Background: an optimization exercise with open tools, aiming at small area, a short achievable clock period and few clock cycles per item. Do not read the settings as production practice. Where RTL was checked, it was by simulation tests only, not by an equivalence proof against the original. Power figures rest on the tool's default switching activity, not on a simulated workload.

== exp/maple ==
Design ubc_codec, start of the top module:
module ubc_codec (
    input  wire        clk,
    input  wire        rst,
    input  wire        enc_start,
    input  wire        enc_in_valid,
    input  wire        enc_in_end,
    input  wire [7:0]  enc_in_data,
    output wire        enc_in_ready,
    output wire        enc_out_valid,
    output wire [20:0] enc_out_data,
    input  wire        enc_out_ready,
    output wire [1:0]  enc_phase,
    output wire [31:0] enc_in_count,
    output wire [31:0] enc_out_count,
    input  wire        dec_start,
    input  wire        dec_mode,
    input  wire        dec_in_valid,
    input  wire        dec_in_end,
    input  wire [20:0] dec_in_data,
    output wire        dec_in_ready,
    output wire        dec_out_valid,
    output wire [7:0]  dec_out_data,
    input  wire        dec_out_ready,
    output wire [1:0]  dec_phase,
    output wire [31:0] dec_idx,
    output wire [31:0] dec_out_count,
    output wire [1:0]  dec_err_kind,
    output wire [31:0] dec_err_idx,
    output wire [6:0]  dec_err_sel
);
Size in the first run: ~290 flip-flops, ~250 I/O pins, ~14000 sq um of cells after synthesis.
Settings: LEC_CHECK=0, ABC_CLOCK_PERIOD_IN_PS=2500, CAP_MARGIN=20, CORE_MARGIN=2, CORE_UTILIZATION=40, CTS_BUF_LIST=sky130_fd_sc_hd__clkbuf_8, CTS_CLUSTER_DIAMETER=50, CTS_CLUSTER_SIZE=16, SETUP_SLACK_MARGIN=3.6, SLEW_MARGIN=20; clock period 6.0 ns.
standard.sh (not shown) runs the stock make flow with config.mk's settings and CLKGATE_MAP_FILE= SYNTH_SCRIPT=/design/flow/synth_recipe.tcl, a recipe that flattens the netlist after the stock synthesis.
==> flow/flow/run.sh <==
#!/bin/bash
# Standard layout, with plain buf_1 cells as the port buffers.
set -euo pipefail
export BUFFER_PORTS_ARGS="-buffer_cell sky130_fd_sc_hd__buf_1"
bash standard.sh > standard_flow.log 2>&1
exp/maple finished every stage and its layout cleared the timing, DRC and antenna checks.
Testbench counts of exp/maple, summed over its fixed seeds: cycles 35,192, items 65,871.
What exp/garnet does differently from exp/maple at the input level:
Settings: changing SETUP_SLACK_MARGIN from 3.6 to 3.2.
==> notes.md <==
As of exp/garnet, summed area of non-filler cells in the final layout had fallen by a few percent compared to exp/maple.
Run comparison: exp/maple worst setup path startpoint u_enc.rpend; exp/garnet worst setup path startpoint u_dec.dat_r
From exp/maple to exp/garnet the numbers moved as follows: switching power share of the total climbed 0.44 points, fraction of the core area covered by cells at the end of the flow dropped 1.4 points, data arrival time of the worst path climbed 0.33 ns.
Wire length per cell, exp/garnet and exp/maple: higher on exp/garnet
Taking exp/maple as the reference point, the max-slew headroom at the worst pin of exp/garnet falls by 3.0 points.
Comparing the two runs side by side, exp/garnet comes out behind exp/maple on least setup slack across all paths after layout.
Area growth from synthesis to layout | exp/garnet below exp/maple
Net switching power of the design: exp/garnet < exp/maple
Final setup skew in exp/garnet vs exp/maple: up 0.0049 ns
Input-level comparison between exp/harbor and exp/garnet:
Settings: changing ABC_CLOCK_PERIOD_IN_PS from 2500 to 2800; changing SETUP_SLACK_MARGIN from 3.2 to 3.4.
Results
Ratio of total power to cell area in exp/harbor vs exp/garnet: up about 1.5%
exp/harbor — final core area utilization 0.33 points higher, exp/garnet as reference
Diff exp/harbor..exp/garnet | number of placed instances with taps included | unchanged
Diff exp/garnet -> exp/harbor: fmax rose by 6.4%, relative area change from synthesis to final layout +0.81 points, post-route cell area increased by 110 sq um relative to the old numbers.


ubc_codec, a different RTL version from the one above (not shown whole).
For scale: roughly 1400 cells after synthesis, about 290 flip-flops.
==> flow/config.mk <==
export PLATFORM = sky130hd
export DESIGN_NAME = ubc_codec
export DESIGN_NICKNAME = ubc_codec
export VERILOG_FILES = /design/flow/design.v
export SDC_FILE = /design/flow/constraint.sdc
export NUM_CORES = 4
export LEC_CHECK = 0
export ABC_CLOCK_PERIOD_IN_PS = 2500
export CAP_MARGIN = 20
export CORE_MARGIN = 2
export CORE_UTILIZATION = 40
export CTS_BUF_LIST = sky130_fd_sc_hd__clkbuf_8
export CTS_CLUSTER_DIAMETER = 50
export CTS_CLUSTER_SIZE = 16
export GPL_TIMING_DRIVEN = 0
export SETUP_SLACK_MARGIN = 3.5
export SLEW_MARGIN = 20
==> flow/constraint.sdc <==
create_clock -name core_clock -period 6.0 [get_ports {clk}]
set_input_delay 1.2000 -clock core_clock [delete_from_list [all_inputs] [get_ports {clk}]]
set_output_delay 1.2000 -clock core_clock [all_outputs]
set_load 0.01 [all_outputs]
Scripts as last shown in full above: flow/flow/run.sh
The first run completed with no timing, DRC or antenna violations.
Testbench counts at the start, summed over its fixed seeds: cycles 35,192, items 65,871.
==> next run, changes <==
Settings changed: CTS_BUF_LIST sky130_fd_sc_hd__clkbuf_8 to sky130_fd_sc_hd__clkbuf_4, CTS_CLUSTER_DIAMETER 50 to 40, CTS_CLUSTER_SIZE 16 to 10, GPL_TIMING_DRIVEN 0 to unset.
=> Wire length grows by 4.3%; worst hold slack gets better by 7.7 ps; sequential share of layout area goes down by 3.3 points; power climbs by 0.51%; clock skew increases by 8.1 ps; count of clock-buffer cells in the layout rises by 15; critical path depth fell by 5; utilization rose by 5.8 points; worst setup slack loses 130 ps.
==> next run, changes <==
Settings changed: CTS_BUF_LIST sky130_fd_sc_hd__clkbuf_4 to sky130_fd_sc_hd__clkbuf_8, CTS_CLUSTER_DIAMETER 40 to 50, CTS_CLUSTER_SIZE 10 to 16.
What happened: Final cell count shrinks by 7.0%. Flip-flop and latch count does not change. Worst setup slack improves by 150 ps. Core utilization drops by 6.4 points. Global-route usage drops by 1.2 points. Synthesized area stays the same. Non-clock buffer count shrinks by 135. Power goes up by 0.56%.
==> next run, changes <==
Settings changed: SETUP_SLACK_MARGIN 3.5 to 3.4.
Effect: The new run finished clean; power decreases by 2.8%; sequential cell count is unchanged; sequential share of layout area increases by 0.30 points; maximum frequency decreases by 0.65%.
==> next run, changes <==
Settings changed: CTS_BUF_LIST sky130_fd_sc_hd__clkbuf_8 to sky130_fd_sc_hd__clkbuf_4, CTS_CLUSTER_DIAMETER 50 to 40, CTS_CLUSTER_SIZE 16 to 12, SETUP_SLACK_MARGIN 3.4 to 3.5.
Effect:
- cell area came out higher by 13%
- maximum frequency is lower by 5.8%
- global-route usage went up by 0.90 points
==> next run, changes <==
Settings changed: CTS_BUF_LIST sky130_fd_sc_hd__clkbuf_4 to sky130_fd_sc_hd__clkbuf_8, CTS_CLUSTER_DIAMETER 40 to 55, CTS_CLUSTER_SIZE 12 to 18.
=> The changed run finished with timing, DRC and antenna clean. Total power climbs by 1.2%. Global-route usage came out lower by 1.4 points. Via count shrinks by 5.7%. Critical path depth does not change. Sequential power is about the same. Cell area shrinks by 11%. Die area does not change. Wire length came out lower by 5.1%. Synthesized area stays the same. Clock power climbs by about 3%. Clock skew came out lower by 17 ps.


## main
Another version of the RTL of ubc_codec (not shown whole).
Size in the first run: ~260 flip-flops, roughly 250 I/O pins, ~15000 µm² of cells after synthesis.
==> flow/config.mk <==
export PLATFORM = sky130hd
export DESIGN_NAME = ubc_codec
export DESIGN_NICKNAME = ubc_codec
export VERILOG_FILES = /design/flow/design.v
export SDC_FILE = /design/flow/constraint.sdc
export NUM_CORES = 4
export LEC_CHECK = 0
export CAP_MARGIN = 20
export CORE_MARGIN = 2
export CORE_UTILIZATION = 40
export SLEW_MARGIN = 20
==> flow/constraint.sdc <==
create_clock -name core_clock -period 6.0 [get_ports {clk}]
set_input_delay 1.2000 -clock core_clock [delete_from_list [all_inputs] [get_ports {clk}]]
set_output_delay 1.2000 -clock core_clock [all_outputs]
set_load 0.01 [all_outputs]
Scripts as last shown in full above: flow/flow/run.sh
[inputs] the feature branch vs main
- setting ABC_CLOCK_PERIOD_IN_PS to 3000 for the first time
- setting SETUP_SLACK_MARGIN to 3.0 for the first time
==> notes.md <==
- On the feature branch: total power is about 4% higher than what main gave.
- Changes observed in the feature branch relative to main: worst endpoint required time -1610 ps; number of cells on the worst hold path decreased by 2 relative to the old numbers; combinational cell fraction of total power went up by 1.0 points.
- The headroom to the max-slew limit number comes out lower for main vs the feature branch.
- Lower global-route usage goes to main over the feature branch.
- u_dec.isrun as the start point of the critical path was reported by main, and u_dec.k[1] by the feature branch.
- Looking only at clock power, and setting everything else aside, the lower value of the feature branch and main goes to main.
- Non-clock buffer count (the feature branch over main): increase, 25
- The feature branch vs. main: count of buffer and inverter cells on the critical path up 1; area of the multi-input gates shows an increase of 7.7%.
No run of this note included a check of the RTL's function; only the layout flow was run.


ubc_codec with an RTL version that a note above also has.
Size in the first run: about 1,700 cells after synthesis, ~290 flip-flops.
Settings: LEC_CHECK=0, ABC_AREA=1, CAP_MARGIN=20, CORE_MARGIN=2, CORE_UTILIZATION=40, CTS_BUF_LIST=sky130_fd_sc_hd__clkbuf_8, CTS_CLUSTER_DIAMETER=50, CTS_CLUSTER_SIZE=16, SETUP_SLACK_MARGIN=3.5, SLEW_MARGIN=20; clock period 6.0 ns.
Scripts as last shown in full above: flow/flow/run.sh
The baseline completed with no timing, DRC or antenna violations.
Testbench counts at the start, summed over its fixed seeds: cycles 35,192, items 65,871.
Next try:
ABC_AREA = default   (was 1)
ABC_CLOCK_PERIOD_IN_PS = 2500   (was default)
CORE_UTILIZATION = 55   (was 40)
PLACE_DENSITY = 0.7   (was default)
SETUP_SLACK_MARGIN = 3.4   (was 3.5)
Sequential power hardly moves.
Hold slack is about the same.
Final cell count drops by about a fifth.
Clock-buffer cell count drops by 9.
Sequential cell count does not change.
First-iteration DRC count drops by about a fifth.
Sequential share of layout area climbs by 2.8 points.
Critical path depth climbs by 7.
Next try:
CORE_UTILIZATION = 40   (was 55)
PLACE_DENSITY = default   (was 0.7)
Effect: Worst setup slack is better by 0.042 ns; sequential power stays flat; sequential share of layout area fell by 0.87 points; register-to-register slack is better by 0.05 ns.


lane 1:
ubc_codec, a different RTL version from the one above (not shown whole).
Size: about 290 flip-flops, ~14,000 µm² of cells after synthesis.
export LEC_CHECK = 0
export ABC_CLOCK_PERIOD_IN_PS = 2500
export CAP_MARGIN = 0
export CORE_MARGIN = 2
export CORE_UTILIZATION = 40
export CTS_BUF_LIST = sky130_fd_sc_hd__clkbuf_8
export CTS_CLUSTER_DIAMETER = 50
export CTS_CLUSTER_SIZE = 16
export PLACE_DENSITY = 0.7
export SETUP_SLACK_MARGIN = 3.65
export SLEW_MARGIN = 0
create_clock -name core_clock -period 6.0 [get_ports {clk}]
Scripts as last shown in full above: flow/flow/run.sh
Testbench counts of lane 1, summed over its fixed seeds: cycles 35,192, items 65,871.
Changes in lane 2 relative to lane 1:
- SETUP_SLACK_MARGIN now 3.7, was 3.65
- ABC_CLOCK_PERIOD_IN_PS now 2400, was 2500
==> comparison <==
Looking at post-layout total power across both flows, lane 2 is the stronger of the two, with lane 1 trailing. In the tables for lane 2 and lane 1, via count reads lower with lane 1. Run comparison: lane 1 worst setup path startpoint u_enc.od[6]; lane 2 worst setup path startpoint u_enc.od[12]. Summary of the comparison: share of the clock period used by the worst path is higher in lane 2, relative to lane 1.
#### Input delta (lane 3 over lane 2)
- PLACE_DENSITY removed (was 0.7)
- ABC_CLOCK_PERIOD_IN_PS changed from 2400 to 2500
- SETUP_SLACK_MARGIN changed from 3.7 to 3.5
- SLEW_MARGIN changed from 0 to 5
- CAP_MARGIN changed from 0 to 5
[summary]
Hold slack was lower in lane 3 than in lane 2. Run comparison: lane 2 critical path endpoint enc_out_data[12]; lane 3 critical path endpoint dec_out_count[15]. The run showing the greater share of power burned in combinational logic is lane 2. Of the two values seen for cell with the largest stage delay on the worst path, sky130_fd_sc_hd__edfxtp_1 was produced by lane 2 and sky130_fd_sc_hd__dfxtp_1 by lane 3. Lane 3 against lane 2: headroom to the max-slew limit went down, sum of internal, switching and leakage power went down. Uppermost layer routed: met4 -> lane 3, met5 -> lane 2. Lower non-clock buffer count among lane 2 and lane 3: lane 3. Lane 3 vs. lane 2: portion of total power attributed to the clock network saw a decrease; area growth from synthesis to final layout now smaller. Proportion of cell area occupied by registers in lane 3 vs lane 2: up 5.7 points. Higher wire length among lane 2 and lane 3: lane 2.


ubc_codec again, from the RTL that the note above started with.
export LEC_CHECK = 0
export ABC_CLOCK_PERIOD_IN_PS = 2500
export CAP_MARGIN = 0
export CORE_MARGIN = 2
export CORE_UTILIZATION = 40
export CTS_BUF_LIST = sky130_fd_sc_hd__clkbuf_8
export CTS_CLUSTER_DIAMETER = 50
export CTS_CLUSTER_SIZE = 16
export PLACE_DENSITY = 0.7
export SETUP_SLACK_MARGIN = 3.6
export SLEW_MARGIN = 0
create_clock -name core_clock -period 6.0 [get_ports {clk}]
Scripts as last shown in full above: flow/flow/run.sh
The starting point completed with no timing, DRC or antenna violations.
Testbench counts at the start, summed over its fixed seeds: cycles 35,192, items 65,871.
Edit:
--- a/flow/config.mk
+++ b/flow/config.mk
@@ -16 +16 @@
-export SETUP_SLACK_MARGIN = 3.6
+export SETUP_SLACK_MARGIN = 3.5
Effect: Setup slack loses 0.067 ns; area after synthesis is unchanged; power went up by 1.3%; synthesized cell count is unchanged; flip-flop and latch count is unchanged; count of clock-buffer cells in the layout stays the same; via count went down by 1.1%; wire length went down by about 2.2%.
Edit:
--- a/flow/config.mk
+++ b/flow/config.mk
@@ -9 +9 @@
-export CAP_MARGIN = 0
+export CAP_MARGIN = 20
@@ -15,3 +15,2 @@
-export PLACE_DENSITY = 0.7
-export SETUP_SLACK_MARGIN = 3.5
-export SLEW_MARGIN = 0
+export SETUP_SLACK_MARGIN = 3.4
+export SLEW_MARGIN = 20
=> The new run completed without violations; worst hold slack stays flat; fmax fell by 0.52%; clock-buffer cell count rose by 2.
Edit:
--- a/flow/config.mk
+++ b/flow/config.mk
@@ -9 +9 @@
-export CAP_MARGIN = 20
+export CAP_MARGIN = 0
@@ -15,2 +15,3 @@
-export SETUP_SLACK_MARGIN = 3.4
-export SLEW_MARGIN = 20
+export PLACE_DENSITY = 0.8
+export SETUP_SLACK_MARGIN = 3.6
+export SLEW_MARGIN = 0
Outcome: Via count went up by 5.9%. Setup slack stays flat. Worst hold slack stays flat. Sequential power stays flat. Synthesized area stays the same. Final area grows by 4.9%.
Edit:
--- a/flow/config.mk
+++ b/flow/config.mk
@@ -9 +9 @@
-export CAP_MARGIN = 0
+export CAP_MARGIN = 20
@@ -15,3 +15,2 @@
-export PLACE_DENSITY = 0.8
-export SETUP_SLACK_MARGIN = 3.6
-export SLEW_MARGIN = 0
+export SETUP_SLACK_MARGIN = 3.5
+export SLEW_MARGIN = 20
The changed run produced a clean layout.
Power is lower slightly.
Via count went down by a few percent.
Count of clock-buffer cells in the layout came out higher by 7.

[port drivers added, routing unchanged]
How much do the figures lean on ideal ports? The routed layouts below were timed once more, with nothing changed but the port constraints.
Step 1 assumes that a clkbuf_16 drives the clock port and a buf_2 every other input.
Step 2 times the ports against the registers' clock, not the clock port: input delays grow and output delays shrink by t, the midpoint of the rising clock arrivals with the driver on.
Slacks: no drivers / after step 1 / after step 2; pairs: no drivers / after step 1.
run | shift t [ns] | setup slack, ns | worst data-port slew with drivers (ns)
exp/maple | 0.590 | 3.521 / 3.521 / 2.999 | 0.08
exp/garnet | 0.597 | 3.382 / 3.382 / 2.818 | 0.08
exp/harbor | 0.583 | 3.540 / 3.480 / 2.897 | 0.10
the first run of note 2 | 0.577 | 3.554 / 3.528 / 2.998 | 0.06
the second run of note 2 | 0.778 | 3.420 / 3.377 / 2.834 | 0.07
the third run of note 2 | 0.621 | 3.568 / 3.522 / 3.025 | 0.05
the fourth run of note 2 | 0.579 | 3.552 / 3.514 / 2.995 | 0.06
the fifth run of note 2 | 0.785 | 3.402 / 3.359 / 2.956 | 0.06
the sixth run of note 2 | 0.649 | 3.550 / 3.506 / 2.972 | 0.07
main | 0.613 | 2.138 / 2.138 / 2.081 | 0.11
the feature branch | 0.623 | 2.877 / 2.826 / 2.424 | 0.09
the first run of note 4 | 0.629 | 3.546 / 3.496 / 2.921 | 0.07
the second run of note 4 | 0.623 | 3.499 / 3.480 / 2.923 | 0.07
the third run of note 4 | 0.583 | 3.540 / 3.480 / 2.897 | 0.10
lane 1 | 0.593 | 3.611 / 3.566 / 3.145 | 0.05
lane 2 | 0.667 | 3.570 / 3.521 / 3.173 | 0.08
lane 3 | 0.572 | 3.587 / 3.543 / 3.044 | 0.06
the first run of note 6 | 0.587 | 3.654 / 3.611 / 3.150 | 0.03
the second run of note 6 | 0.575 | 3.587 / 3.544 / 3.078 | 0.05
the third run of note 6 | 0.578 | 3.574 / 3.538 / 3.016 | 0.08
the fourth run of note 6 | 0.659 | 3.575 / 3.532 / 3.077 | 0.05
the fifth run of note 6 | 0.573 | 3.587 / 3.542 / 3.050 | 0.06
After both steps setup and hold are still met in every run listed.
